This design comes from an exercise in tuning for a short achievable clock period and few clock cycles on the open sky130 flow, not from production work.
Where RTL was checked, it was by simulation tests only, not by an equivalence proof against the original.

==> yarrow <==
## mc3_engine
module mc3_engine (
    input  wire        clk,
    input  wire        rst,           
    input  wire        start,         
    input  wire [15:0] prog_len,      
    output wire [15:0] prog_addr,
    input  wire [7:0]  prog_rdata,
    output reg         mem_en,
    output reg         mem_we,
    output reg  [24:0] mem_addr,
    output reg  [23:0] mem_wdata,
    input  wire [23:0] mem_rdata,
    output wire        done,          
    output wire [1:0]  fault,         
    output wire [15:0] pc,            
    output wire [24:0] mem_len        
);
clock: 8.0 ns
lec_check: 0
abc_clock_period_in_ps: 2500
cap_margin: 20
core_margin: 2
core_utilization: 60
setup_slack_margin: 5
slew_margin: 20
run.sh (not shown) runs the stock make flow with config.mk's settings and CLKGATE_MAP_FILE= SYNTH_SCRIPT=/design/flow/synth_recipe.tcl, a recipe that flattens the netlist after the stock synthesis.
==> violet: changes against yarrow <==
--- a/flow/design.v
+++ b/flow/design.v
@@ -16,15 +16,15 @@
     output wire [24:0] mem_len        
 );
     localparam [7:0] OP_STORE      = 8'd17;
     localparam [7:0] OP_SQRT       = 8'd19;
     localparam [7:0] OP_LOAD_MEM   = 8'd24;
     localparam [7:0] OP_LOAD_CONST = 8'd28;
     localparam [1:0] C_LC = 2'd0, C_ST = 2'd1, C_LM = 2'd2, C_SQ = 2'd3;
-    localparam integer Q = 6;        
+    localparam integer Q = 4;        
     integer i;
     reg        busy;         
     reg        done_r;
     reg        fend;         
     reg [1:0]  fault_r;
     reg [15:0] pc_r;
     reg [24:0] mlen_r;
@@ -42,23 +42,24 @@
     reg [Q-1:0] qskip;           
     reg [Q-1:0] qrep;            
     reg [Q-1:0] qlc, qst, qlm, qsq;    
     reg [Q-1:0] qcmp;            
     reg [Q-1:0] qbl;             
     reg [Q-1:0] qlml;            
     reg [Q-1:0] qc1;             
-    reg [4:0]   qra [0:Q-1];     
+    reg [31:0]  qra [0:Q-1];     
     reg [Q-1:0] qhz;             
     reg [Q-1:0] qph;             
     reg [Q-1:0] rpo;             
     reg [2:0]   rpb;             
     reg [2:0]   nres;            
     wire pop;                    
     reg [15:0] fa;           
     reg [15:0] left;         
+    reg        left1;        
     reg [3:0]  fidx;         
     reg        fv;           
     reg [1:0]  fcls;         
     reg [15:0] fpc;          
     reg [2:0]  fslot;        
     reg        f_lt5, f_lt6, f_lt9;    
     assign prog_addr = fa;
@@ -108,23 +109,23 @@
     reg        lm_rep;
     reg [2:0]  ex_slot;      
     reg [4:0]  exB;          
     reg        ex_loc;
     localparam integer SH = 32;
     reg [23:0] sh [0:SH-1];
     reg        sh_wen;       
-    reg [4:0]  ex_ra;        
+    reg [31:0] ex_ra;        
+    reg        sh_fwd;       
     reg        vacc_en;      
     reg [5:0]  vacc_addr;
     localparam [2:0] U_IDLE = 3'd0, U_RD = 3'd1, U_CAP = 3'd2, U_DIG = 3'd3, U_RDY = 3'd4;
     reg [2:0]  us   [0:1];
     reg [23:0] uD   [0:1];
     reg [2:0]  uslot[0:1];   
-    reg [4:0]  ua   [0:1];   
-    reg [23:0] uin  [0:1];   
+    reg [23:0] uin;          
     reg [1:0]  uloc;         
     reg [1:0]  udlive;       
     reg [19:0] un   [0:1];   
     reg [12:0] uR   [0:1];   
     reg [11:0] ur   [0:1];   
     reg [15:0] ut3  [0:1];   
     reg [2:0]  uit  [0:1];
@@ -161,15 +162,15 @@
     wire [23:0] s0in [0:1];
     wire [3:0]  s0x  [0:1];
     wire [1:0]  s0d  [0:1];
     wire [3:0]  s0sq [0:1];
     wire [15:0] s0t3 [0:1];
     generate
         for (g = 0; g < 2; g = g + 1) begin : firstdig
-            assign s0in[g] = uloc[g] ? uin[g] : mem_rdata;
+            assign s0in[g] = uloc[g] ? uin : mem_rdata;
             assign s0x[g]  = s0in[g][23:20];
             assign s0d[g]  = (s0x[g] >= 4'd9) ? 2'd3 : (s0x[g] >= 4'd4) ? 2'd2 :
                              (s0x[g] >= 4'd1) ? 2'd1 : 2'd0;
             assign s0sq[g] = (s0d[g] == 2'd3) ? 4'd9 : (s0d[g] == 2'd2) ? 4'd4 :
                              (s0d[g] == 2'd1) ? 4'd1 : 4'd0;
             assign s0t3[g] = (s0d[g] == 2'd3) ? 16'd81 : (s0d[g] == 2'd2) ? 16'd57 :
                              (s0d[g] == 2'd1) ? 16'd33 : 16'd9;
@@ -239,26 +240,32 @@
     wire hz_ok   = (u_busy == 2'b00) || !h_hz;
     assign pop   = at_bnd && !uw && h_v && hz_ok && (!h_sq || u_free0 || u_free1);
     wire pop_u1  = !u_free0;                             
     wire h_cmp   = |(qcmp & rpo);
     wire        h_bl    = |(qbl & rpo);
     wire        h_lmloc = |(qlml & rpo);
     wire        h_c1    = |(qc1 & rpo);
-    reg  [4:0]  hra;
+    reg  [31:0] hra;
+    reg  [23:0] sh_sel;
     always @(*) begin
-        hra = 5'd0;
+        hra = 32'd0;
         for (k = 0; k < Q; k = k + 1)
-            hra = hra | (qra[k] & {5{rpo[k]}});
+            hra = hra | (qra[k] & {32{rpo[k]}});
+        sh_sel = 24'd0;
+        for (k = 0; k < SH; k = k + 1)
+            sh_sel = sh_sel | (sh[k] & {24{ex_ra[k]}});
     end
     wire [6:0]  h_dce   = {2'd0, hD[4:0]} + {1'b0, hC[5:0]};    
-    wire [23:0] sh_rd   = (sh_wen && (mem_addr[4:0] == ex_ra)) ? mem_wdata : sh[ex_ra];
-    wire t1_early = t1_v && (t1_idx == 4'd2) && ((d_cls == C_ST) || (d_cls == C_SQ)) && !fend;
+    wire [23:0] sh_rd   = sh_fwd ? mem_wdata : sh_sel;
+    reg [Q-1:0] t1_we;       
+    reg [Q-1:0] t1_wl;       
+    reg [Q-1:0] t1_wv;       
     wire t1_head  = t1_v && (t1_slot == rpb);            
     wire room    = (nres < Q);
-    wire f_alloc = f_run && ((!fv && room) || (f_islast && left != 16'd1 && room));
+    wire f_alloc = f_run && ((!fv && room) || (f_islast && !left1 && room));
     wire f_fault = f_run && fv && (fidx == 4'd2) && d_fault;
     wire m_ge_a = mem_en && (mem_addr >= mlen_r);
     wire m_ge_v = vacc_en && ({19'd0, vacc_addr} >= mlen_r);
     wire m_a_v  = (mem_addr >= {19'd0, vacc_addr});
     wire m_pa   = m_ge_a && (!m_ge_v || m_a_v);
     wire [1:0] u_lo = {uD[1][23:5] == 19'd0, uD[0][23:5] == 19'd0};
     wire       n_lo = at_bnd ? (uw ? (uw1 ? u_lo[1] : u_lo[0]) : h_bl)
@@ -352,27 +359,27 @@
                 default: begin
                     d_cls <= in_cls;
                     d_bad <= in_bad;
                 end
             endcase
         end
         for (i = 0; i < Q; i = i + 1) begin
-            if (t1_early && t1_slot == i) begin
+            if (t1_we[i]) begin
                 qB[i]   <= {b, aB[7:0]};
                 qcls[i] <= d_cls;
                 qlc[i]  <= 1'b0;
                 qst[i]  <= (d_cls == C_ST);
                 qlm[i]  <= 1'b0;
                 qsq[i]  <= (d_cls == C_SQ);
                 qskip[i] <= 1'b0;
                 qrep[i]  <= 1'b0;
                 qbl[i]   <= (b == 8'd0) && (aB[7:5] == 3'd0);
-                qra[i]   <= aB[4:0];
+                qra[i]   <= 32'd1 << aB[4:0];
             end
-            if (t1_v && t1_last && t1_slot == i) begin
+            if (t1_wl[i]) begin
                 qB[i]   <= aB;
                 qcls[i] <= t1_cls;
                 qlc[i]  <= (t1_cls == C_LC);
                 qst[i]  <= (t1_cls == C_ST);
                 qlm[i]  <= (t1_cls == C_LM);
                 qsq[i]  <= (t1_cls == C_SQ);
                 case (t1_cls)
@@ -380,38 +387,38 @@
                     C_ST: qC[i] <= {8'd0, b, aC[7:0]};
                     default: qC[i] <= aC;
                 endcase
                 qD[i]    <= {b, aD};
                 qskip[i] <= (t1_cls == C_LM) && aCz;
                 qrep[i]  <= aR1 && (b == 8'd0);
                 qbl[i]   <= (aB[15:5] == 11'd0);
-                qra[i]   <= (t1_cls == C_LM) ? aD[4:0] : aB[4:0];
+                qra[i]   <= 32'd1 << ((t1_cls == C_LM) ? aD[4:0] : aB[4:0]);
                 qlml[i]  <= (b == 8'd0) && (aD[15:5] == 11'd0) && (aC[23:6] == 18'd0) &&
                             (({2'd0, aD[4:0]} + {1'b0, aC[5:0]}) <= 7'd32);
                 qc1[i]   <= (aC == 24'd1);
             end
         end
         for (i = 0; i < SH; i = i + 1) begin
             if (go)
                 sh[i] <= 24'd0;
             else if (sh_wen && (mem_addr[4:0] == i))
                 sh[i] <= mem_wdata;
         end
         vacc_addr <= h_lm ? (h_dce[5:0] - 6'd1) : {1'b0, hB[4:0]};
         sh_wen <= !rst && n_en && n_we && n_lo;
+        sh_fwd <= (es == E_LOC) && lm_rep && (rleft != 24'd0);
         if (es == E_LOC)
-            ex_ra <= ex_ra + 5'd1;
+            ex_ra <= {ex_ra[30:0], ex_ra[31]};
         else if (es == E_IDLE)
             ex_ra <= hra;
         mem_addr  <= n_addr;
         mem_wdata <= n_wdata;
         if (es == E_BUBR)
             rep_data <= mem_rdata;
-        for (i = 0; i < 2; i = i + 1)
-            uin[i] <= sh[ua[i]];
+        uin <= sh_rd;
         for (i = 0; i < 2; i = i + 1) begin
             case (us[i])
                 U_CAP: begin
                     un[i]  <= s0in[i][19:0];
                     ur[i]  <= {10'd0, s0d[i]};
                     uR[i]  <= {9'd0, s0x[i] - s0sq[i]};
                     ut3[i] <= s0t3[i];
@@ -425,15 +432,14 @@
                     uit[i] <= uit[i] - 3'd1;
                 end
                 default: ;
             endcase
         end
         for (i = 0; i < 2; i = i + 1) begin
             if (us[i] == U_IDLE) begin
-                ua[i]    <= hra;
                 uD[i]    <= h_cmp ? hD : {8'd0, aD};
                 uslot[i] <= rpb;
                 if (t1_head && t1_idx == 4'd6) uD[i][7:0]   <= b;
                 if (t1_head && t1_idx == 4'd7) uD[i][15:8]  <= b;
                 if (t1_head && t1_idx == 4'd8) uD[i][23:16] <= b;
             end else if (udlive[i] && t1_v && t1_slot == uslot[i]) begin
                 if (t1_idx == 4'd6) uD[i][7:0]   <= b;
@@ -453,48 +459,60 @@
             qhz     <= {Q{1'b1}};
             qph     <= {Q{1'b0}};
             rpo     <= {{(Q-1){1'b0}}, 1'b1};
             rpb     <= 3'd0;
             nres    <= 3'd0;
             fa      <= 16'd0;
             left    <= 16'd0;
+            left1   <= 1'b0;
             fidx    <= 4'd0;
             fv      <= 1'b0;
             fcls    <= 2'd0;
             fpc     <= 16'd0;
             fslot   <= 3'd0;
             f_lt5   <= 1'b0;
             f_lt6   <= 1'b0;
             f_lt9   <= 1'b0;
             t1_v    <= 1'b0;
             t1_idx  <= 4'd0;
             t1_slot <= 3'd0;
             t1_last <= 1'b0;
             t1_cls  <= 2'd0;
+            t1_we   <= {Q{1'b0}};
+            t1_wl   <= {Q{1'b0}};
+            t1_wv   <= {Q{1'b0}};
             es      <= E_IDLE;
             mem_en  <= 1'b0;
             mem_we  <= 1'b0;
             us[0]   <= U_IDLE;
             vacc_en <= 1'b0;
             udlive  <= 2'b00;
             u_wr    <= 2'b00;
             us[1]   <= U_IDLE;
         end else begin
             t1_v    <= go ? (prog_len != 16'd0) : (fv && f_run);
             t1_idx  <= go ? 4'd0 : fidx;
             t1_slot <= go ? rpb : fslot;
             t1_last <= !go && f_islast;
             t1_cls  <= fcls;
+            for (i = 0; i < Q; i = i + 1) begin
+                t1_we[i] <= !go && f_run && fv && (fidx == 4'd2) && (fslot == i) &&
+                            ((d_cls == C_ST) || (d_cls == C_SQ)) && !d_fault;
+                t1_wl[i] <= !go && f_run && f_islast && (fslot == i);
+                t1_wv[i] <= !go && f_run && f_islast && (fslot == i) &&
+                            ((fcls == C_LC) || (fcls == C_LM));
+            end
             if (go) begin
                 busy    <= 1'b1;
                 done_r  <= 1'b0;
                 fault_r <= 2'd0;
                 len_r   <= prog_len;
                 fa      <= 16'd1;
                 left    <= prog_len - 16'd1;
+                left1   <= (prog_len == 16'd2);
                 fidx    <= 4'd1;
                 fpc     <= 16'd0;
                 fslot   <= rpb;
                 f_lt5   <= prog_len < 16'd5;
                 f_lt6   <= prog_len < 16'd6;
                 f_lt9   <= prog_len < 16'd9;
                 pc_r    <= 16'd0;
@@ -516,55 +534,58 @@
                         fv      <= 1'b0;
                     end else begin
                         fcls <= d_cls;
                         if (d_cls == C_SQ) begin
                             fidx <= 4'd6;
                             fa   <= fa + 16'd4;
                             left <= left - 16'd4;
+                            left1 <= (left == 16'd5);
                         end else begin
                             fidx <= 4'd3;
                             fa   <= fa + 16'd1;
                             left <= left - 16'd1;
+                            left1 <= (left == 16'd2);
                         end
                     end
                 end else if (f_islast) begin
                     fa    <= fa + 16'd1;
                     left  <= left - 16'd1;
+                    left1 <= (left == 16'd2);
                     fidx  <= 4'd0;
                     fpc   <= fa + 16'd1;
                     fslot <= nxt(fslot);
                     f_lt5 <= left < 16'd6;
                     f_lt6 <= left < 16'd7;
                     f_lt9 <= left < 16'd10;
-                    if (left == 16'd1) begin
+                    if (left1) begin
                         fend <= 1'b1;
                         fv   <= 1'b0;
                         pc_r <= len_r;
                     end else begin
                         fv   <= room;
                     end
                 end else begin
                     fidx <= fidx + 4'd1;
                     fa   <= fa + 16'd1;
                     left <= left - 16'd1;
+                    left1 <= (left == 16'd2);
                 end
             end
             if (go)
                 nres <= (prog_len != 16'd0) ? 3'd1 : 3'd0;
             else
                 nres <= nres + {2'd0, f_alloc} - {2'd0, pop || f_fault};
             for (i = 0; i < Q; i = i + 1) begin
-                if ((t1_early || (t1_v && t1_last && (t1_cls == C_LC || t1_cls == C_LM))) &&
-                    t1_slot == i)
+                if (t1_we[i] || t1_wv[i])
                     qv[i] <= 1'b1;
                 else if (pop && rpo[i])
                     qv[i] <= 1'b0;
-                if (t1_early && t1_slot == i)
+                if (t1_we[i])
                     qcmp[i] <= 1'b0;
-                else if (t1_v && t1_last && t1_slot == i)
+                else if (t1_wl[i])
                     qcmp[i] <= 1'b1;
             end
             if (pop) begin
                 rpo <= {rpo[Q-2:0], rpo[Q-1]};
                 rpb <= nxt(rpb);
             end
             qhz <= hzn;
CORE_UTILIZATION = 45   (was 60)
==> summary.txt <==
violet produced a clean layout. yarrow did not get past 5_1_grt.
Against violet, the area after synthesis of yarrow is higher by about 14%.
Synthesized cell count: yarrow is larger than violet (19%).
==> figures <==
| quantity | yarrow | violet |
|---|---|---|
| Register bit total from synthesis | 1,892 | 1,836 |
| Post-DP HPWL | 438,000 um | 262,000 um |
| Synthesized-area fraction occupied by and/or/nand/nor cells | 17.6% | 17.3% |
| Placed cell area | 0.112 mm^2 | 0.0978 mm^2 |
| Proportion of netlist area held by the largest area contributor | 23.5% | 25.7% |
| Average size of a mapped cell | 8.64 um^2 | 9.00 um^2 |
| DIE WIDTH | 427 um | 460 um |
| Y dimension of the die | 427 um | 460 um |
| Synth warn | 17 | 15 |
| Total nets after synthesis | 12,649 | 10,658 |
| Number of setup buffers added after CTS | 297 | 203 |
| Cell Rows | 155 | 167 |
| Num CTS Buffers | 198 | 200 |
| Distinct cell type count of the synthesized netlist | 95 | 103 |
| Result of the run | aborted with a tool error | complete, no violations |
| Last stage reached | 5_1_grt | - |
| Worst slack at placement | 3.30 ns | 3.19 ns |
| Gate count after technology mapping | 12,415 | 10,421 |
| Share of synthesized cell area in full adder, half adder and majority cells | 2.17% | 2.52% |
| Mapped Area | 0.107 mm^2 | 0.0938 mm^2 |
Testbench counts of violet, summed over its fixed seeds: cycles 23,764.
For yarrow, only the layout was checked, not whether the RTL still works.

static timing again, ports no longer ideal:
In the flow no input, the clock included, has a driving cell. The finished layout below was timed again as built, in two steps.
Step 1 assumes that a clkbuf_16 drives the clock port and a buf_2 every other input.
Step 2 moves the port delays by t, midway between the first and last clock arrival at a register: inputs arrive t later, outputs are due t later. That takes back most of the time a late clock gives input paths.
Three values: ideal ports, drivers, drivers and shift; two values: the first two.
run: violet
shift t [ns]: 0.974
slack for setup (ns): 4.814 / 4.782 / 4.111
worst setup path at the end: input to register
clock arrival spread, ns: 0.117 / 0.117
worst slew at a driven data input, ns: 0.18
After both steps setup and hold are still met in violet. The setup slack of violet moves by -0.032 ns with the drivers and by -0.703 ns with both steps.
